Background: an optimization exercise with open tools, aiming at small area, a short achievable clock period and few clock cycles per item. Do not read the settings as production practice. In this exercise RTL edits were held to simulation tests only and were not proved equivalent to the original. Power figures rest on the tool's default switching activity, not on a simulated workload.

==> design.v <==
module rtp_h264_depkt (
    input  wire       clk,
    input  wire       rst,
    input  wire       cfg_strict_f,
    input  wire       cfg_zero_byte,
    input  wire       in_valid,
    output wire       in_ready,
    input  wire [7:0] in_data,
    input  wire       in_last,
    output wire       out_valid,
    input  wire       out_ready,
    output wire [7:0] out_data,
    output wire       res_valid,
    output reg  [2:0] res_cause,
    output wire [4:0] res_flags
);
    localparam [2:0] C_OK         = 3'd0;
    localparam [2:0] C_SHORT      = 3'd1;
    localparam [2:0] C_FBIT       = 3'd2;
    localparam [2:0] C_TRUNC_DON  = 3'd3;
    localparam [2:0] C_TRUNC_SIZE = 3'd4;
    localparam [2:0] C_TRUNC_EXTRA= 3'd5;
    localparam [2:0] C_ZERO_SIZE  = 3'd6;
    localparam [2:0] C_TRUNC_UNIT = 3'd7;
    localparam [3:0] S_IDLE    = 4'd0;    
    localparam [3:0] S_COPY    = 4'd1;    
    localparam [3:0] S_FUA_HDR = 4'd2;    
    localparam [3:0] S_FUB_HDR = 4'd3;    
    localparam [3:0] S_FUB_D0  = 4'd4;    
    localparam [3:0] S_FUB_D1  = 4'd5;    
    localparam [3:0] S_AG_D0   = 4'd6;    
    localparam [3:0] S_AG_D1   = 4'd7;    
    localparam [3:0] S_SZ0     = 4'd8;    
    localparam [3:0] S_SZ1     = 4'd9;    
    localparam [3:0] S_EXT     = 4'd10;   
    localparam [3:0] S_UHDR    = 4'd11;   
    localparam [3:0] S_UNIT    = 4'd12;   
    localparam [3:0] S_UNIT_F  = 4'd13;   
    localparam [3:0] S_DRAIN   = 4'd14;   
    reg  [3:0]  state;
    reg         first;       
    reg  [7:5]  hdr0;        
    reg         mtap;        
    reg         m24;         
    reg  [1:0]  cnt;         
    reg  [1:0]  pidx;        
    reg         pdone;       
    reg  [15:0] remain;      
    reg  [4:0]  sflags;      
    function [4:0] classify(input [4:0] ty);
        case (ty)
            5'd1: classify = 5'b01000;
            5'd5: classify = 5'b10000;
            5'd6: classify = 5'b00100;
            5'd7: classify = 5'b00001;
            5'd8: classify = 5'b00010;
            default: classify = 5'b00000;
        endcase
    endfunction
    wire [4:0] t0 = in_data[4:0];
    wire t_single = (t0 != 5'd0) && (t0 <= 5'd23);
    wire zb_type  = (t0 == 5'd6) || (t0 == 5'd7) || (t0 == 5'd8);
    reg need_pre;
    always @(*) begin
        case (state)
            S_IDLE:    need_pre = t_single;
            S_FUA_HDR,
            S_FUB_HDR: need_pre = in_data[7];
            S_UHDR:    need_pre = 1'b1;
            default:   need_pre = 1'b0;
        endcase
    end
    wire zb_app   = cfg_zero_byte && zb_type && (state != S_FUA_HDR) && (state != S_FUB_HDR);
    wire pre      = need_pre && !pdone;
    wire pre_last = (pidx == 2'd3) || (pidx == 2'd2 && !zb_app);
    reg emit;
    always @(*) begin
        case (state)
            S_COPY, S_UNIT, S_UNIT_F, S_SZ0, S_SZ1: emit = 1'b1;
            default: emit = need_pre;
        endcase
    end
    assign in_ready  = !pre && (!emit || out_ready);
    assign out_valid = in_valid && (pre || emit);
    wire   take      = in_valid && in_ready;
    wire   zero_out  = pre ? !pre_last : (state == S_SZ0 || state == S_SZ1);
    assign out_data  = (pre || zero_out) ? {7'd0, !zero_out} :
                       (state == S_FUA_HDR || state == S_FUB_HDR) ? {hdr0, in_data[4:0]} :
                       in_data;
    wire sz_zero  = ({remain[15:8], in_data} == 16'd0);
    wire rem_zero = (remain == 16'd0);
    wire rem_one  = (remain == 16'd1);
    wire uf       = cfg_strict_f && in_data[7];
    always @(*) begin
        case (state)
            S_FUB_D0: res_cause = C_TRUNC_DON;
            S_SZ0:    res_cause = C_TRUNC_SIZE;
            S_SZ1:    res_cause = mtap ? C_TRUNC_EXTRA : sz_zero ? C_ZERO_SIZE : C_TRUNC_UNIT;
            S_EXT:    res_cause = (cnt != 2'd3) ? C_TRUNC_EXTRA : rem_zero ? C_ZERO_SIZE : C_TRUNC_UNIT;
            S_UHDR:   res_cause = !rem_one ? C_TRUNC_UNIT : uf ? C_FBIT : C_OK;
            S_UNIT:   res_cause = !rem_one ? C_TRUNC_UNIT : C_OK;
            S_UNIT_F: res_cause = !rem_one ? C_TRUNC_UNIT : C_FBIT;
            S_DRAIN:  res_cause = {cnt[0], cnt[0] | cnt[1], 1'b0};
            default:  res_cause = C_OK;
        endcase
        if (state == S_IDLE || first)
            res_cause = C_SHORT;
    end
    assign res_valid = take && in_last;
    assign res_flags = (res_cause == C_OK) ?
                       (sflags | ((state == S_UHDR) ? classify(t0) : 5'd0)) : 5'd0;
    always @(posedge clk) begin
        if (rst) begin
            state <= S_IDLE;
            pidx  <= 2'd0;
            pdone <= 1'b0;
        end else begin
            if (in_valid && pre && out_ready) begin
                pidx <= pidx + 2'd1;
                if (pre_last)
                    pdone <= 1'b1;
            end
            if (take) begin
                pdone <= 1'b0;
                pidx  <= 2'd0;
                first <= 1'b0;
                case (state)
                    S_IDLE: begin
                        first  <= 1'b1;
                        hdr0   <= in_data[7:5];
                        mtap   <= (t0 == 5'd26) || (t0 == 5'd27);
                        m24    <= (t0 == 5'd27);
                        sflags <= classify(t0);
                        cnt    <= 2'd0;
                        if (cfg_strict_f && in_data[7]) begin
                            cnt   <= 2'd2;
                            state <= S_DRAIN;
                        end else if (t_single)
                            state <= S_COPY;
                        else if (t0 == 5'd24)
                            state <= S_SZ0;
                        else if (t0 == 5'd25 || t0 == 5'd26 || t0 == 5'd27)
                            state <= S_AG_D0;
                        else if (t0 == 5'd28)
                            state <= S_FUA_HDR;
                        else if (t0 == 5'd29)
                            state <= S_FUB_HDR;
                        else
                            state <= S_DRAIN;
                    end
                    S_FUA_HDR: begin
                        sflags <= in_data[7] ? classify(t0) : 5'd0;
                        state  <= S_COPY;
                    end
                    S_FUB_HDR: begin
                        sflags <= in_data[7] ? classify(t0) : 5'd0;
                        state  <= S_FUB_D0;
                    end
                    S_FUB_D0: state <= S_FUB_D1;
                    S_FUB_D1: state <= S_COPY;
                    S_AG_D0:  state <= S_AG_D1;
                    S_AG_D1:  state <= S_SZ0;
                    S_SZ0: begin
                        remain[15:8] <= in_data;
                        pidx  <= 2'd1;
                        state <= S_SZ1;
                    end
                    S_SZ1: begin
                        remain[7:0] <= in_data;
                        pidx  <= 2'd2;
                        cnt   <= m24 ? 2'd0 : 2'd1;
                        if (mtap)
                            state <= S_EXT;
                        else if (sz_zero) begin
                            cnt   <= 2'd1;
                            state <= S_DRAIN;
                        end else
                            state <= S_UHDR;
                    end
                    S_EXT: begin
                        cnt  <= cnt + 2'd1;
                        pidx <= 2'd2;
                        if (cnt == 2'd3) begin
                            if (rem_zero) begin
                                cnt   <= 2'd1;
                                state <= S_DRAIN;
                            end else
                                state <= S_UHDR;
                        end
                    end
                    S_UHDR, S_UNIT, S_UNIT_F: begin
                        remain <= remain - 16'd1;
                        if (state == S_UHDR)
                            sflags <= sflags | classify(t0);
                        if (rem_one) begin
                            if ((state == S_UHDR) ? uf : (state == S_UNIT_F)) begin
                                cnt   <= 2'd2;
                                state <= S_DRAIN;
                            end else
                                state <= S_SZ0;
                        end else if (state == S_UHDR)
                            state <= uf ? S_UNIT_F : S_UNIT;
                    end
                    default: ;
                endcase
                if (in_last) begin
                    state <= S_IDLE;
                    pidx  <= 2'd0;
                end
            end
        end
    end
endmodule
==> run.sh <==
#!/bin/bash
# synth_recipe.tcl (not shown) runs the flow's synth.tcl, then flattens the netlist and writes it again
# the make line also repeats each setting of config.mk as NAME=value (left out here)
make -C /OpenROAD-flow-scripts/flow DESIGN_CONFIG=/design/flow/config.mk WORK_HOME=/design/flow/orfs CLKGATE_MAP_FILE= SYNTH_SCRIPT=/design/flow/synth_recipe.tcl finish
==> config.mk <==
export PLATFORM = sky130hd
export DESIGN_NAME = rtp_h264_depkt
export DESIGN_NICKNAME = rtp_h264_depkt
export VERILOG_FILES = /design/flow/design.v
export SDC_FILE = /design/flow/constraint.sdc
export NUM_CORES = 4
export LEC_CHECK = 0
export CAP_MARGIN = 20
export CORE_MARGIN = 2
export CORE_UTILIZATION = 40
export SETUP_SLACK_MARGIN = 2.0
export SLEW_MARGIN = 20
==> constraint.sdc <==
create_clock -name core_clock -period 5.0 [get_ports {clk}]
set_input_delay 1.0000 -clock core_clock [delete_from_list [all_inputs] [get_ports {clk}]]
set_output_delay 1.0000 -clock core_clock [all_outputs]
set_load 0.01 [all_outputs]
==> results of run 1 <==
## worst max path at each step
stage               startpoint            to  slack, ns
floorplan           in_data[1]  res_flags[0]       1.13
global placement    in_data[0]  res_flags[3]       0.17
detailed placement  in_data[0]  res_flags[2]        0.1
global route        in_data[7]  res_flags[0]       0.82
CTS                 in_data[7]  res_flags[3]       0.74
finish              in_data[1]  res_flags[0]       0.90
## cell usage after synthesis (2+ instances only)
| cell | count |
|---|---|
| sky130_fd_sc_hd__clkbuf_1 | 11 |
| sky130_fd_sc_hd__buf_1 | 3 |
| sky130_fd_sc_hd__inv_1 | 14 |
| sky130_fd_sc_hd__o32ai_1 | 2 |
| sky130_fd_sc_hd__a211oi_1 | 6 |
| sky130_fd_sc_hd__nand2b_1 | 7 |
| sky130_fd_sc_hd__or4_1 | 4 |
| sky130_fd_sc_hd__nor3_1 | 10 |
| sky130_fd_sc_hd__a41oi_1 | 3 |
| sky130_fd_sc_hd__o21a_1 | 2 |
| sky130_fd_sc_hd__ha_1 | 7 |
| sky130_fd_sc_hd__and2_1 | 8 |
| sky130_fd_sc_hd__nor4_1 | 2 |
| sky130_fd_sc_hd__a21oi_1 | 42 |
| sky130_fd_sc_hd__o22ai_1 | 2 |
| sky130_fd_sc_hd__clkbuf_8 | 3 |
| sky130_fd_sc_hd__o211ai_1 | 2 |
| sky130_fd_sc_hd__o221ai_1 | 5 |
| sky130_fd_sc_hd__nor2_1 | 42 |
| sky130_fd_sc_hd__o21ai_0 | 24 |
| sky130_fd_sc_hd__nor2b_1 | 3 |
| sky130_fd_sc_hd__a21boi_0 | 2 |
| sky130_fd_sc_hd__a31oi_1 | 5 |
| sky130_fd_sc_hd__dfxtp_1 | 7 |
| sky130_fd_sc_hd__xnor2_1 | 8 |
| sky130_fd_sc_hd__a32oi_1 | 2 |
| sky130_fd_sc_hd__and2b_2 | 4 |
| sky130_fd_sc_hd__nor3b_1 | 4 |
| sky130_fd_sc_hd__edfxtp_1 | 29 |
| sky130_fd_sc_hd__buf_6 | 2 |
| sky130_fd_sc_hd__a21o_1 | 4 |
| sky130_fd_sc_hd__xor2_1 | 7 |
| sky130_fd_sc_hd__or3_1 | 4 |
| sky130_fd_sc_hd__nand2_1 | 18 |
| sky130_fd_sc_hd__or2_2 | 2 |
| sky130_fd_sc_hd__and4_1 | 2 |
| sky130_fd_sc_hd__nand3_1 | 4 |
| sky130_fd_sc_hd__nand4_1 | 7 |
## stage by stage
stage	std cells	util, %
CTS	516	55.79
global route	522	57.56
detailed placement	470	47.37
finish	522	57.56
floorplan	344	-
global placement	470	47.37
## flip-flops by register name, summed over array words and instances (netlist names)
| name | count |
|---|---|
| sflags | 5 |
| mtap | 1 |
| pidx | 2 |
| remain | 16 |
| pdone | 1 |
| cnt | 2 |
| hdr0 | 3 |
| first | 1 |
| m24 | 1 |
| state | 4 |
## final cells by class
type	instances	area (sq um)
Sequential cell	36	1023
Multi-Input combinational cell	273	1968
Clock inverter	2	35.03
Inverter	14	52.55
Fill cell	616	3029
Clock buffer	6	72.57
Tap cell	99	123.9
Timing Repair Buffer	92	832.0
## placed cells by master (no fill, tap or decap), types with 3 or more instances in the layout
master                            count
sky130_fd_sc_hd__dlygate4sd2_1        3
sky130_fd_sc_hd__buf_4               38
sky130_fd_sc_hd__nand2_1             18
sky130_fd_sc_hd__and2_1               6
sky130_fd_sc_hd__a21oi_1             36
sky130_fd_sc_hd__dfxtp_1              3
sky130_fd_sc_hd__and2_4               3
sky130_fd_sc_hd__buf_6               28
sky130_fd_sc_hd__and2b_2              4
sky130_fd_sc_hd__xor2_1               7
sky130_fd_sc_hd__nor2b_1              3
sky130_fd_sc_hd__o21ai_0             20
sky130_fd_sc_hd__a41oi_1              3
sky130_fd_sc_hd__xnor2_1              8
sky130_fd_sc_hd__clkbuf_8             5
sky130_fd_sc_hd__nor3b_1              3
sky130_fd_sc_hd__nand2b_1             6
sky130_fd_sc_hd__clkdlybuf4s50_1      5
sky130_fd_sc_hd__or3_1                4
sky130_fd_sc_hd__inv_1               14
sky130_fd_sc_hd__a211oi_1             5
sky130_fd_sc_hd__nor2_2               3
sky130_fd_sc_hd__nor2_1              34
sky130_fd_sc_hd__or4_1                3
sky130_fd_sc_hd__o221ai_1             4
sky130_fd_sc_hd__nand3_1              4
sky130_fd_sc_hd__ha_1                 7
sky130_fd_sc_hd__nor3_2               4
sky130_fd_sc_hd__edfxtp_1            29
sky130_fd_sc_hd__nor3_1               5
sky130_fd_sc_hd__a21oi_2              4
sky130_fd_sc_hd__nand4_1              7
sky130_fd_sc_hd__nor2_4               5
sky130_fd_sc_hd__a31oi_1              5
sky130_fd_sc_hd__dfxtp_4              3
sky130_fd_sc_hd__buf_2               13
sky130_fd_sc_hd__a21o_1               4
## tightest hold or removal path, delay by kind of cell, from the launching register on
family             cells  cell delay [ns]
AOI/OAI and AO/OA      1             0.13
DFF                    1             0.36
and+or+nand+nor        1             0.05
## routing by layer
metal / share of wire, % / vias to the layer above / global-route usage [%]
met3: 8.2 / 29 / 4.524
met2: 47 / 184 / 38.87
li1: - / 1449 / -
met1: 43 / 1497 / 34.04
met4: 2.0 / 0 / 8.141
met5: 0 / - / 0
## what timing repair did
action | in CTS | in global routing
gates resized for setup | 162 | 28
setup buffers | 37 | 6
pin swaps | 26 | 11
hold buffers | 0 | 0
setup endpoints to repair | 49 | 45
gates cloned | 1 | 0
## logic make-up (layout without fill, tap and decap cells)
kind of cell | count (synthesis) | after routing | synth area share [%]
compound gates | 117 | 117 | 25.84
xor+xnor | 15 | 15 | 4.538
fa+ha+maj | 7 | 7 | 3.025
buf+inv | 35 | 114 | 6.266
flops | 36 | 36 | 34.92
mux | 1 | 1 | 0.3457
simple gates | 133 | 133 | 25.06
## power by group
group,leakage [nW],switching [mW],internal [mW]
combinational,1.17,0.219,0.201
sequential,0.325,0.0183,0.341
clock,0.0552,0.112,0.148
==> results_tabular.tex, run 1 <==
\begin{tabular}{lr}
\hline
Metric & Value \\
\hline
\multicolumn{2}{l}{\textbf{Worst setup path}} \\
\quad Sequence of cells on the critical path & buf\_6 -> or3\_4 -> or4\_4 -> o311a\_4 -> nor3b\_4 -> nand4\_4 -> buf\_6 -> nor2\_4 -> buf\_2 \\
\quad Stages on worst setup path & 9 \\
\quad Data required time at the worst endpoint & approximately 4.0 ns \\
\quad CP most frequent cell & sky130\_fd\_sc\_hd\_\_buf\_6 \\
\quad Data arrival time of the critical path & around 3.1 ns \\
\quad Crit path buffers/inverters & 3 \\
\quad Setup slack on the worst flop-to-flop path & around 2.3 ns \\
\quad Delay of the slowest cell on the worst path & 0.51 ns \\
\quad Origin of the critical flop-to-flop path & state[3] \\
\quad R2R depth & 9 \\
\quad Setup crit start kind & input pin \\
\quad Kind of critical path & input pin to output port \\
\quad Type of destination of the critical path & output port \\
\quad Reg-to-Reg End & sflags[3] \\
\quad Slowest cell on crit path & sky130\_fd\_sc\_hd\_\_or4\_4 \\
\quad Cell family with the largest share of critical-path delay & simple AND/OR/NAND/NOR gates \\
\quad Crit Path Max Fanout & 5 \\
\multicolumn{2}{l}{\textbf{Layout}} \\
\quad Layout overhead on the synthesized area & 41.88\% \\
\quad Net total in the final layout & $\sim$440 \\
\quad Antenna diode instance count & 0 \\
\quad Ratio of cells with drive above 1 in the final layout & between 30\% and 40\% \\
\quad Finished layout cell area & between 0.004 and 0.005 sq mm \\
\multicolumn{2}{l}{\textbf{Yosys}} \\
\quad Synth top area share & between 30\% and 40\% \\
\quad Post-Synthesis Cell Area & around 0.0029 sq mm \\
\quad Count of mapped cells out of synthesis & 344 \\
\quad Sequential-to-total area share from yosys stat & between 30\% and 40\% \\
\quad Distinct cells, synth & between 60 and 70 \\
\quad Most instantiated flip-flop cell in the synthesis netlist & sky130\_fd\_sc\_hd\_\_edfxtp\_1 \\
\quad Area contributors post-synth & sky130\_fd\_sc\_hd\_\_edfxtp\_1 30\%, sky130\_fd\_sc\_hd\_\_a21oi\_1 7.3\%, sky130\_fd\_sc\_hd\_\_nor2\_1 5.4\% \\
\quad Cell type with the largest total area after synthesis & sky130\_fd\_sc\_hd\_\_edfxtp\_1 \\
\quad Warnings from Yosys & 1 \\
\quad Share of flip-flops with an asynchronous set or reset after synthesis & 0\% \\
\quad Synthesized net count & $\sim$370 \\
\quad Total of flip-flops plus latches after synthesis & 36 \\
\quad Post-Syn Area per Cell & 8.417 sq um \\
\quad Number of enable flip-flop cells after synthesis & 29 \\
\multicolumn{2}{l}{\textbf{Die}} \\
\quad Cell row count & 31 \\
\quad Horizontal extent of the die & just under 90 um \\
\quad Core box area & approximately 0.0071 sq mm \\
\quad Starting Density & 40.57\% \\
\quad I/O pins & 34 \\
\quad Die footprint & approximately 0.0079 sq mm \\
\quad Die span in y & $\sim$90 um \\
\multicolumn{2}{l}{\textbf{STA}} \\
\quad Final Slew Violations & 0 \\
\quad Final clock period utilization by the worst path & around 82\% \\
\quad Clock skew after layout & $\sim$0.010 ns \\
\quad Post-route worst hold slack & 0.5903 ns \\
\quad Endpoints failing hold & 0 \\
\quad RSZ-0062 raised after global routing & true \\
\quad Setup tns final & 0 ns \\
\quad Transition at the pin with the smallest max-transition slack & around 0.6 ns \\
\quad Fmax achieved & between 200 and 250 MHz \\
\quad Final setup viols & 0 \\
\quad Worst-case headroom to the max-slew limit & between 50\% and 60\% \\
\quad Period minus WS final & 4.104 ns \\
\quad Fin worst setup slack & approximately 0.9 ns \\
\multicolumn{2}{l}{\textbf{Run}} \\
\quad Max Cap Violations & 0 \\
\multicolumn{2}{l}{\textbf{Status}} \\
\quad Result of the run & complete, no violations \\
\multicolumn{2}{l}{\textbf{Min path}} \\
\quad Worst hold path class & flop to flop \\
\quad Worst hold start & pdone \\
\quad Worst Hold Endpoint & pdone \\
\quad Worst Hold Depth & 2 \\
\multicolumn{2}{l}{\textbf{Global route}} \\
\quad Maximum number of pins on one net before global-route repair & 28 \\
\quad All-Layer GR Usage & 24.56\% \\
\quad Global-route wire length before repair & roughly 15,000 um \\
\quad Initial antenna violation count & 0 \\
\quad Overall overflow remaining after global route & 0 \\
\quad Number of global-route vias before repair & 2,936 \\
\multicolumn{2}{l}{\textbf{Clock network}} \\
\quad Clock buffer count from CTS & 5 \\
\quad Clock tree from TritonCTS & done \\
\quad Clk pin slew, worst setup/hold paths & roughly 0.07 ns \\
\quad H-tree depth & 2 \\
\quad CTS sink cnt & 36 \\
\quad Clock tree buffer depth & 2 \\
\quad Worst-Skew Late Latency & $\sim$0.29 ns \\
\quad CTS root buffer & sky130\_fd\_sc\_hd\_\_clkbuf\_8 \\
\multicolumn{2}{l}{\textbf{Detailed routing}} \\
\quad Detailed Route Iter0 Violations & 430 \\
\quad Routed vias & about 3,200 \\
\quad Detailed-routing iteration count for the pre-antenna-repair pass & 6 \\
\quad Number of DRC violations after detailed routing & 0 \\
\quad Wire length after detailed routing & between 9000 and 10,000 um \\
\quad ANT nets after route & 0 \\
\quad Average routed wire per standard cell & 18.62 um \\
\quad Average via count per standard cell & just over 6 \\
\multicolumn{2}{l}{\textbf{Power and ir drop}} \\
\quad Leak & between 1.5 and 2 nW \\
\quad Worst-case vdd ir drop & around 0.14 mV \\
\quad Total power divided by cell area & approximately 250 mW/mm\^{}2 \\
\quad Final Power & just over 1 mW \\
\multicolumn{2}{l}{\textbf{Place}} \\
\quad Routability-driven placement congestion ratio & between 0.9 and 1 \\
\quad HPWL Detailed & roughly 6000 um \\
\quad Setup Slack @ Placement & approximately 0.097 ns \\
\quad Total of buffers placed on input and output ports & 33 \\
\quad Cell area after placement & between 0.003 and 0.004 sq mm \\
\hline
\end{tabular}
Testbench counts, summed over its fixed seeds: cycles 180,219, in bytes 177,094.
==> run 2, diff against run 1 <==
--- a/config.mk
+++ b/config.mk
@@ -8,5 +8,5 @@
 export CAP_MARGIN = 20
 export CORE_MARGIN = 2
 export CORE_UTILIZATION = 40
-export SETUP_SLACK_MARGIN = 2.0
+export SETUP_SLACK_MARGIN = 2.4
 export SLEW_MARGIN = 20
==> results_tabular.tex, run 2 <==
\begin{tabular}{lr}
\hline
Metric & Value \\
\hline
\multicolumn{2}{l}{\textbf{Global route}} \\
\quad Initial antenna violation count & 0 (unchanged) \\
\quad Met3 track demand over resource & 4.063\% (-0.46 points) \\
\quad Met2 usage & 41.79\% (+2.9 points) \\
\quad Layer carrying the most global-route usage & met2 \\
\quad M1 GR Usage & 34.82\% (+0.78 points) \\
\quad Maximum number of pins on one net before global-route repair & 30 (+7.1\%) \\
\quad All-Layer GR Usage & 25.59\% (+1.0 points) \\
\quad Overall overflow remaining after global route & 0 (unchanged) \\
\quad Number of global-route vias before repair & 2,999 (+2.1\%) \\
\quad Global-route wire length before repair & 15,300 um (+3.1\%) \\
\multicolumn{2}{l}{\textbf{STA}} \\
\quad Fin worst setup slack & 0.9000 ns (+0.003731 ns) \\
\quad Setup tns final & 0 ns (unchanged) \\
\quad Post-route worst hold slack & 0.5830 ns (-0.007321 ns) \\
\quad Endpoints failing hold & 0 (unchanged) \\
\quad Transition at the pin with the smallest max-transition slack & 0.7461 ns (+0.1452 ns) \\
\quad Final clock period utilization by the worst path & 82.00\% (about the same) \\
\quad Period minus WS final & 4.100 ns (-0.003731 ns) \\
\quad RSZ-0062 raised after global routing & true \\
\quad Clock skew after layout & 0.006570 ns (-0.003912 ns) \\
\quad Final setup viols & 0 (unchanged) \\
\quad Worst-case headroom to the max-slew limit & 49.96\% (-9.7 points) \\
\quad Final Slew Violations & 0 (unchanged) \\
\quad Fmax achieved & 243.9 MHz (about the same) \\
\multicolumn{2}{l}{\textbf{Layout}} \\
\quad Commonest cells after routing, fill and taps aside & 47 x sky130\_fd\_sc\_hd\_\_buf\_6, 42 x sky130\_fd\_sc\_hd\_\_buf\_4, 35 x sky130\_fd\_sc\_hd\_\_nor2\_1 \\
\quad Net total in the final layout & 467 (+5.2\%) \\
\quad Register with the highest flop count & remain \\
\quad Leading registers by flop count & remain: 16 flops, sflags: 5 flops, state: 4 flops \\
\quad Ratio of cells with drive above 1 in the final layout & 42.15\% (+8.1 points) \\
\quad Fill cell instance count of the final layout & 579 (-6.0\%) \\
\quad Antenna diode instance count & 0 (unchanged) \\
\quad Layout overhead on the synthesized area & 55.62\% \\
\quad Finished layout cell area & 0.004506 sq mm (+9.7\%) \\
\quad Number of flip-flops in the largest register & 16 (unchanged) \\
\quad Most frequent standard cell in the layout excluding fill and tap cells & sky130\_fd\_sc\_hd\_\_buf\_6 \\
\multicolumn{2}{l}{\textbf{Power and ir drop}} \\
\quad Worst-case vdd ir drop & 0.1700 mV (+18\%) \\
\quad Total power divided by cell area & 250.7 mW/mm\^{}2 (-0.95\%) \\
\quad Leak & 1.704 nW (+9.8\%) \\
\multicolumn{2}{l}{\textbf{Detailed routing}} \\
\quad Detailed Route Iter0 Violations & 454 (+5.6\%) \\
\quad Routed vias & 3,378 (+6.9\%) \\
\quad Average routed wire per standard cell & 19.66 um (+5.6\%) \\
\quad Detailed-routing iteration count for the pre-antenna-repair pass & 6 (unchanged) \\
\quad Wire length after detailed routing & 10,710 um (+10\%) \\
\quad Number of DRC violations after detailed routing & 0 (unchanged) \\
\quad ANT nets after route & 0 (unchanged) \\
\quad Average via count per standard cell & 6.198 (+2.4\%) \\
\multicolumn{2}{l}{\textbf{Yosys}} \\
\quad Warnings from Yosys & 1 (unchanged) \\
\quad Post-Syn Area per Cell & 8.417 sq um (unchanged) \\
\quad Share of flip-flops with an asynchronous set or reset after synthesis & 0\% (unchanged) \\
\quad Distinct cells, synth & 69 (unchanged) \\
\quad Leading post-synthesis cells by instance count & 42 x sky130\_fd\_sc\_hd\_\_a21oi\_1, 42 x sky130\_fd\_sc\_hd\_\_nor2\_1, 29 x sky130\_fd\_sc\_hd\_\_edfxtp\_1, 24 x sky130\_fd\_sc\_hd\_\_o21ai\_0, 18 x sky130\_fd\_sc\_hd\_\_nand2\_1 \\
\quad Count of mapped cells out of synthesis & 344 (unchanged) \\
\quad Synth top area share & 30.08\% (unchanged) \\
\quad Sequential-to-total area share from yosys stat & 34.92\% (unchanged) \\
\quad Post-Synthesis Cell Area & 0.002895 sq mm (unchanged) \\
\quad Total of flip-flops plus latches after synthesis & 36 (unchanged) \\
\quad Synthesized net count & 366 (unchanged) \\
\quad Number of enable flip-flop cells after synthesis & 29 (unchanged) \\
\quad Area contributors post-synth & sky130\_fd\_sc\_hd\_\_edfxtp\_1 30\%, sky130\_fd\_sc\_hd\_\_a21oi\_1 7.3\%, sky130\_fd\_sc\_hd\_\_nor2\_1 5.4\% \\
\quad Cell type with the largest total area after synthesis & sky130\_fd\_sc\_hd\_\_edfxtp\_1 \\
\quad Most instantiated flip-flop cell in the synthesis netlist & sky130\_fd\_sc\_hd\_\_edfxtp\_1 \\
\multicolumn{2}{l}{\textbf{Clock network}} \\
\quad Clock buffer count from CTS & 5 (unchanged) \\
\quad H-tree depth & 2 (unchanged) \\
\quad Worst-Skew Late Latency & 0.30 ns (about the same) \\
\quad Clock tree buffer depth & 2 (unchanged) \\
\quad Clk pin slew, worst setup/hold paths & 0.07 ns (about the same) \\
\quad CTS sink cnt & 36 (unchanged) \\
\quad Clock tree from TritonCTS & done \\
\quad Hold buffers post-CTS & 0 (unchanged) \\
\quad CTS root buffer & sky130\_fd\_sc\_hd\_\_clkbuf\_8 \\
\multicolumn{2}{l}{\textbf{Place}} \\
\quad HPWL Detailed & 6218 um (+1.3\%) \\
\quad Total of buffers placed on input and output ports & 33 (unchanged) \\
\quad Routability-driven placement congestion ratio & 1.023 (+3.3\%) \\
\quad Setup Slack @ Placement & 0.08276 ns (-0.01442 ns) \\
\quad Cell area after placement & 0.003385 sq mm (+0.11\%) \\
\multicolumn{2}{l}{\textbf{Status}} \\
\quad Result of the run & complete, no violations \\
\multicolumn{2}{l}{\textbf{Die}} \\
\quad Die footprint & 0.007934 sq mm (unchanged) \\
\quad I/O pins & 34 (unchanged) \\
\quad Core box area & 0.007137 sq mm (unchanged) \\
\quad Cell row count & 31 (unchanged) \\
\quad Horizontal extent of the die & 89.08 um (unchanged) \\
\quad Die span in y & 89.08 um (unchanged) \\
\quad Starting Density & 40.57\% (unchanged) \\
\multicolumn{2}{l}{\textbf{Worst setup path}} \\
\quad Kind of critical path & input pin to output port \\
\quad Data arrival time of the critical path & 3.10 ns (about the same) \\
\quad Setup crit start kind & input pin \\
\quad Type of destination of the critical path & output port \\
\quad Data required time at the worst endpoint & 4.00 ns (about the same) \\
\quad Crit Path Max Fanout & 3 (-2) \\
\multicolumn{2}{l}{\textbf{Run}} \\
\quad Max Cap Violations & 0 (unchanged) \\
\multicolumn{2}{l}{\textbf{Min path}} \\
\quad Worst hold path class & flop to flop \\
\hline
\end{tabular}
## run 2: cell count changes in the layout (fill, tap and decap cells not counted), sizes merged
cell	change
clkbuf	-2
buf	+26
clkinvlp	+1
clkdlybuf4s15	+1
dlygate4sd2	-3
## run 2: what timing repair did
item                       4_1_cts  5_1_grt
gates resized for setup        200       40
cloned                           1        0
setup endpoints to repair       56       55
buffers inserted                53       16
pin swaps                       35       32
## run 2: area by class of cell
cell class	instances	area (sq um)	share of cell area [%]
Multi-Input combinational cell	273	2091	46.40
Clock inverter	3	42.54	0.9442
Tap cell	99	123.9	2.749
Sequential cell	36	1026	22.77
Clock buffer	5	68.82	1.527
Inverter	14	52.55	1.166
Timing Repair Buffer	115	1101	24.44
## run 2: cells by family (layout without fill, tap and decap cells)
family | count (synthesis) | in the layout | synth area share (%)
compound gates | 117 | 117 | 25.84
mux | 1 | 1 | 0.3457
fa+ha+maj | 7 | 7 | 3.025
buf+inv | 35 | 137 | 6.266
flops | 36 | 36 | 34.92
simple gates | 133 | 133 | 25.06
xor+xnor | 15 | 15 | 4.538
## run 2: power breakdown
| part | total, mW | switching (mW) | internal [mW] | leakage, nW |
|---|---|---|---|---|
| registers | 0.369 | 0.0276 | 0.341 | 0.325 |
| clock network | 0.264 | 0.116 | 0.148 | 0.0541 |
| logic | 0.497 | 0.244 | 0.253 | 1.32 |
| total | 1.13 | 0.388 | 0.741 | 1.70 |
## run 2: path summary, 6_finish.rpt
path | slack [ns] | depth (start not counted) | from | to
setup / recovery | 0.90 | 9 | in_data[0] | res_flags[4]
setup reg to reg | 2.27 | 11 | state[0] | remain[6]
hold / removal | 0.58 | 2 | pidx[0] | pidx[0]
hold reg to reg | 0.58 | 2 | pidx[0] | pidx[0]
## run 2: per-stage QoR
step | util, % | total power, mW | cells
2_1_floorplan | - | 0.5526 | 344
3_3_place_gp | 47.42 | 0.6637 | 467
3_5_place_dp | 47.42 | 0.6639 | 467
4_1_cts | 58.68 | 1.034 | 529
5_1_grt | 63.13 | 1.168 | 545
6_report | 63.13 | 1.130 | 545
## run 2: metal layers
| metal | up-vias | routed length, um |
|---|---|---|
| li1 | 1488 | - |
| met1 | 1633 | 4522 |
| met2 | 211 | 5004 |
| met3 | 46 | 837 |
| met4 | 0 | 347 |
| met5 | - | 0 |
## run 2: critical path, cell delays in order
cell                      delay (ns)
sky130_fd_sc_hd__buf_8          0.10
sky130_fd_sc_hd__or3_4          0.39
sky130_fd_sc_hd__or4_4          0.51
sky130_fd_sc_hd__o311a_4        0.33
sky130_fd_sc_hd__nor3b_4        0.25
sky130_fd_sc_hd__nand4_4        0.16
sky130_fd_sc_hd__buf_6          0.17
sky130_fd_sc_hd__nor2_4         0.09
sky130_fd_sc_hd__buf_6          0.11
==> run 3, diff against run 2 <==
--- a/config.mk
+++ b/config.mk
@@ -8,5 +8,4 @@
 export CAP_MARGIN = 20
 export CORE_MARGIN = 2
 export CORE_UTILIZATION = 40
-export SETUP_SLACK_MARGIN = 2.4
 export SLEW_MARGIN = 20
==> results_tabular.tex, run 3 <==
\begin{tabular}{lr}
\hline
Metric & Value \\
\hline
\multicolumn{2}{l}{\textbf{STA}} \\
\quad Endpoints failing hold & 0 (unchanged) \\
\quad Transition at the pin with the smallest max-transition slack & 0.8009 ns (+0.05475 ns) \\
\quad Final Slew Violations & 0 (unchanged) \\
\quad Fmax achieved & 204.7 MHz (-16\%) \\
\quad Fin worst setup slack & 0.1159 ns (-0.7841 ns) \\
\quad Setup tns final & 0 ns (unchanged) \\
\quad Final clock period utilization by the worst path & 97.68\% (+16 points) \\
\quad Post-route worst hold slack & 0.5529 ns (-0.03010 ns) \\
\quad Worst-case headroom to the max-slew limit & 46.61\% (-3.3 points) \\
\quad RSZ-0062 raised after global routing & false \\
\quad Clock skew after layout & 0.008058 ns (+0.001487 ns) \\
\quad Final setup viols & 0 (unchanged) \\
\quad Period minus WS final & 4.884 ns (+0.7841 ns) \\
\multicolumn{2}{l}{\textbf{Detailed routing}} \\
\quad Wire length after detailed routing & 8360 um (-22\%) \\
\quad Routed vias & 2,851 (-16\%) \\
\quad ANT nets after route & 0 (unchanged) \\
\quad Detailed Route Iter0 Violations & 388 (-15\%) \\
\quad Detailed-routing iteration count for the pre-antenna-repair pass & 5 (-1) \\
\quad Average routed wire per standard cell & 17.53 um (-11\%) \\
\quad Average via count per standard cell & 5.977 (-3.6\%) \\
\quad Number of DRC violations after detailed routing & 0 (unchanged) \\
\multicolumn{2}{l}{\textbf{Global route}} \\
\quad Maximum number of pins on one net before global-route repair & 33 (+10\%) \\
\quad Overall overflow remaining after global route & 0 (unchanged) \\
\quad Number of global-route vias before repair & 2,565 (-14\%) \\
\quad Global-route wire length before repair & 13,300 um (-13\%) \\
\quad All-Layer GR Usage & 21.91\% (-3.7 points) \\
\quad Initial antenna violation count & 0 (unchanged) \\
\multicolumn{2}{l}{\textbf{Yosys}} \\
\quad Post-Syn Area per Cell & 8.417 sq um (unchanged) \\
\quad Synth top area share & 30.08\% (unchanged) \\
\quad Count of mapped cells out of synthesis & 344 (unchanged) \\
\quad Leading post-synthesis cells by instance count & 42 x sky130\_fd\_sc\_hd\_\_a21oi\_1, 42 x sky130\_fd\_sc\_hd\_\_nor2\_1, 29 x sky130\_fd\_sc\_hd\_\_edfxtp\_1, 24 x sky130\_fd\_sc\_hd\_\_o21ai\_0, 18 x sky130\_fd\_sc\_hd\_\_nand2\_1 \\
\quad Synthesized net count & 366 (unchanged) \\
\quad Post-Synthesis Cell Area & 0.002895 sq mm (unchanged) \\
\quad Cell type with the largest total area after synthesis & sky130\_fd\_sc\_hd\_\_edfxtp\_1 \\
\quad Most instantiated flip-flop cell in the synthesis netlist & sky130\_fd\_sc\_hd\_\_edfxtp\_1 \\
\quad Warnings from Yosys & 1 (unchanged) \\
\quad Sequential-to-total area share from yosys stat & 34.92\% (unchanged) \\
\quad Total of flip-flops plus latches after synthesis & 36 (unchanged) \\
\quad Area contributors post-synth & sky130\_fd\_sc\_hd\_\_edfxtp\_1 30\%, sky130\_fd\_sc\_hd\_\_a21oi\_1 7.3\%, sky130\_fd\_sc\_hd\_\_nor2\_1 5.4\% \\
\quad Share of flip-flops with an asynchronous set or reset after synthesis & 0\% (unchanged) \\
\quad Distinct cells, synth & 69 (unchanged) \\
\quad Number of enable flip-flop cells after synthesis & 29 (unchanged) \\
\multicolumn{2}{l}{\textbf{Clock network}} \\
\quad \# Post-CTS Setup Buffers & 0 (-100\%) \\
\quad Worst-Skew Late Latency & 0.29 ns (about the same) \\
\quad Clock tree from TritonCTS & done \\
\quad Clk pin slew, worst setup/hold paths & 0.07 ns (about the same) \\
\quad H-tree depth & 2 (unchanged) \\
\quad CTS sink cnt & 36 (unchanged) \\
\quad CTS root buffer & sky130\_fd\_sc\_hd\_\_clkbuf\_8 \\
\quad Post-CTS resize count & 0 (-100\%) \\
\quad Clock tree buffer depth & 2 (unchanged) \\
\quad Hold buffers post-CTS & 0 (unchanged) \\
\quad Clock buffer count from CTS & 5 (unchanged) \\
\multicolumn{2}{l}{\textbf{Run}} \\
\quad Max Cap Violations & 0 (unchanged) \\
\multicolumn{2}{l}{\textbf{Worst setup path}} \\
\quad Data arrival time of the critical path & 3.88 ns (+0.78 ns) \\
\quad Crit Path Max Fanout & 5 (+2) \\
\quad Type of destination of the critical path & output port \\
\quad Sequence of cells on the critical path & clkdlybuf4s50\_1 -> or3\_4 -> or4\_4 -> o311a\_1 -> nor3b\_2 -> nand4\_2 -> nor2\_1 -> clkdlybuf4s50\_1 \\
\quad Delay of the slowest cell on the worst path & 0.56 ns (+0.05 ns) \\
\quad Data required time at the worst endpoint & 4.00 ns (about the same) \\
\quad Cell family with the largest share of critical-path delay & simple AND/OR/NAND/NOR gates \\
\quad Slowest cell on crit path & sky130\_fd\_sc\_hd\_\_clkdlybuf4s50\_1 \\
\quad Setup crit start kind & input pin \\
\quad CP most frequent cell & sky130\_fd\_sc\_hd\_\_clkdlybuf4s50\_1 \\
\quad Crit path buffers/inverters & 2 (-1) \\
\quad Kind of critical path & input pin to output port \\
\multicolumn{2}{l}{\textbf{Layout}} \\
\quad Register with the highest flop count & remain \\
\quad Leading registers by flop count & remain: 16 flops, sflags: 5 flops, state: 4 flops \\
\quad Fill cell instance count of the final layout & 711 (+23\%) \\
\quad Net total in the final layout & 399 (-15\%) \\
\quad Area taken by flip-flops and latches & 0.001011 sq mm (-1.5\%) \\
\quad Ratio of cells with drive above 1 in the final layout & 10.05\% (-32 points) \\
\quad Finished layout cell area & 0.003440 sq mm (-24\%) \\
\quad Commonest cells after routing, fill and taps aside & 42 x sky130\_fd\_sc\_hd\_\_a21oi\_1, 41 x sky130\_fd\_sc\_hd\_\_nor2\_1, 33 x sky130\_fd\_sc\_hd\_\_clkdlybuf4s50\_1 \\
\quad Utilization after layout & 48.19\% (-15 points) \\
\quad Number of flip-flops in the largest register & 16 (unchanged) \\
\quad Layout overhead on the synthesized area & 18.80\% \\
\quad Area of the multi-input gates & 0.001705 sq mm (-18\%) \\
\quad Count of placed standard cells in the final layout, fillers left out & 477 (-12\%) \\
\quad Antenna diode instance count & 0 (unchanged) \\
\quad Most frequent standard cell in the layout excluding fill and tap cells & sky130\_fd\_sc\_hd\_\_a21oi\_1 \\
\multicolumn{2}{l}{\textbf{Power and ir drop}} \\
\quad Total power divided by cell area & 267.2 mW/mm\^{}2 (+6.6\%) \\
\quad Worst-case vdd ir drop & 0.1307 mV (-23\%) \\
\quad Leak & 1.164 nW (-32\%) \\
\quad Final Power & 0.9191 mW (-19\%) \\
\multicolumn{2}{l}{\textbf{Place}} \\
\quad HPWL Detailed & 6143 um (-1.2\%) \\
\quad Cell area after placement & 0.003326 sq mm (-1.7\%) \\
\quad Setup Slack @ Placement & 0.1286 ns (+0.04583 ns) \\
\quad Routability-driven placement congestion ratio & 0.9410 (-8.0\%) \\
\quad Count of placed standard cells including taps & 469 (+0.43\%) \\
\quad Total of buffers placed on input and output ports & 33 (unchanged) \\
\multicolumn{2}{l}{\textbf{Die}} \\
\quad Horizontal extent of the die & 89.08 um (unchanged) \\
\quad Starting Density & 40.57\% (unchanged) \\
\quad Die footprint & 0.007934 sq mm (unchanged) \\
\quad Cell row count & 31 (unchanged) \\
\quad I/O pins & 34 (unchanged) \\
\quad Die span in y & 89.08 um (unchanged) \\
\quad Core box area & 0.007137 sq mm (unchanged) \\
\multicolumn{2}{l}{\textbf{Status}} \\
\quad Result of the run & complete, no violations \\
\multicolumn{2}{l}{\textbf{Min path}} \\
\quad Worst hold path class & flop to flop \\
\hline
\end{tabular}
-- run 3: cell count changes in the layout (fill, tap and decap cells not counted), sizes merged --
cell           delta
dlymetal6s2s      -1
clkdlybuf4s15     -1
buf              -93
clkdlybuf4s50    +28
bufbuf            -1
-- run 3: layout make-up --
cell class	count	share of cell area, %
inverters	14	1.528
repair buffers	47	12.66
well taps	99	3.601
flip-flops and latches	36	29.39
clock inverters	3	1.237
clock buffers	5	2.001
multi-input cells	273	49.58
-- run 3: metal layers --
layer  global-route usage (%)  vias up  routed length (um)  share of wire, %
met1                    33.20     1343                3956                47
met5                        0        -                   0                 0
li1                         -     1352                   -                 -
met3                    3.601       12                 585               7.0
met2                    31.95      144                3668                44
met4                    6.649        0                 150               1.8
-- run 3: final timing paths --
check                                start  slack, ns           end  depth (start not counted)
worst min register to register       pdone       0.55         pdone                          2
worst max register to register    state[3]       1.60     remain[7]                          8
worst max-delay path            in_data[0]       0.12  res_flags[1]                          8
worst min-delay path                 pdone       0.55         pdone                          2
-- run 3: where the power goes --
group          internal [mW]  total [mW]  switching [mW]
Clock                  0.148       0.262           0.114
Combinational          0.134       0.299           0.165
Sequential             0.340       0.358          0.0176
Total                  0.622       0.919           0.297
-- run 3: logic make-up after synthesis --
kind of cell | count (synthesis) | share of synthesized area, %
muxes | 1 | 0.3457
adders and majority gates | 7 | 3.025
buffers and inverters | 35 | 6.266
AOI/OAI and AO/OA | 117 | 25.84
xor gates and xnor gates | 15 | 4.538
and+or+nand+nor | 133 | 25.06
DFF | 36 | 34.92
-- run 3: worst reg2reg max path, delay by kind of cell (launching register included) --
kind | cells | cell delay (ns)
compound gates | 3 | 1.33
flops | 1 | 0.67
simple gates | 3 | 0.54
buf+inv | 2 | 0.51

[separate check: timing with driven ports]
The results above use ideal ports. As a check the final layouts listed here were re-extracted and re-timed, cells and wires unchanged.
Step 1 (the two cells are an assumption about what drives the block):
set clk [get_ports {clk}]
set_driving_cell -lib_cell sky130_fd_sc_hd__clkbuf_16 $clk
set_driving_cell -lib_cell sky130_fd_sc_hd__buf_2 [delete_from_list [all_inputs] $clk]
Step 2, shift: input delay + t, output delay - t, t = (earliest + latest rising clock arrival at the registers) / 2. This alone moves slack from input paths to output paths.
a / b / c = no drivers / after step 1 / after step 2; a / b = the first two.
run	shift t [ns]	slack for setup (ns)	clock arrival spread, ns
run 1	0.315	0.896 / 0.862 / 0.862	0.011 / 0.010
run 2	0.324	0.900 / 0.850 / 0.850	0.007 / 0.007
run 3	0.320	0.116 / 0.088 / 0.088	0.009 / 0.008
After both steps setup and hold are still met in every run listed. For run 2, which loses most, drivers alone change the setup slack by -0.050 ns; drivers and shift together by -0.050 ns.
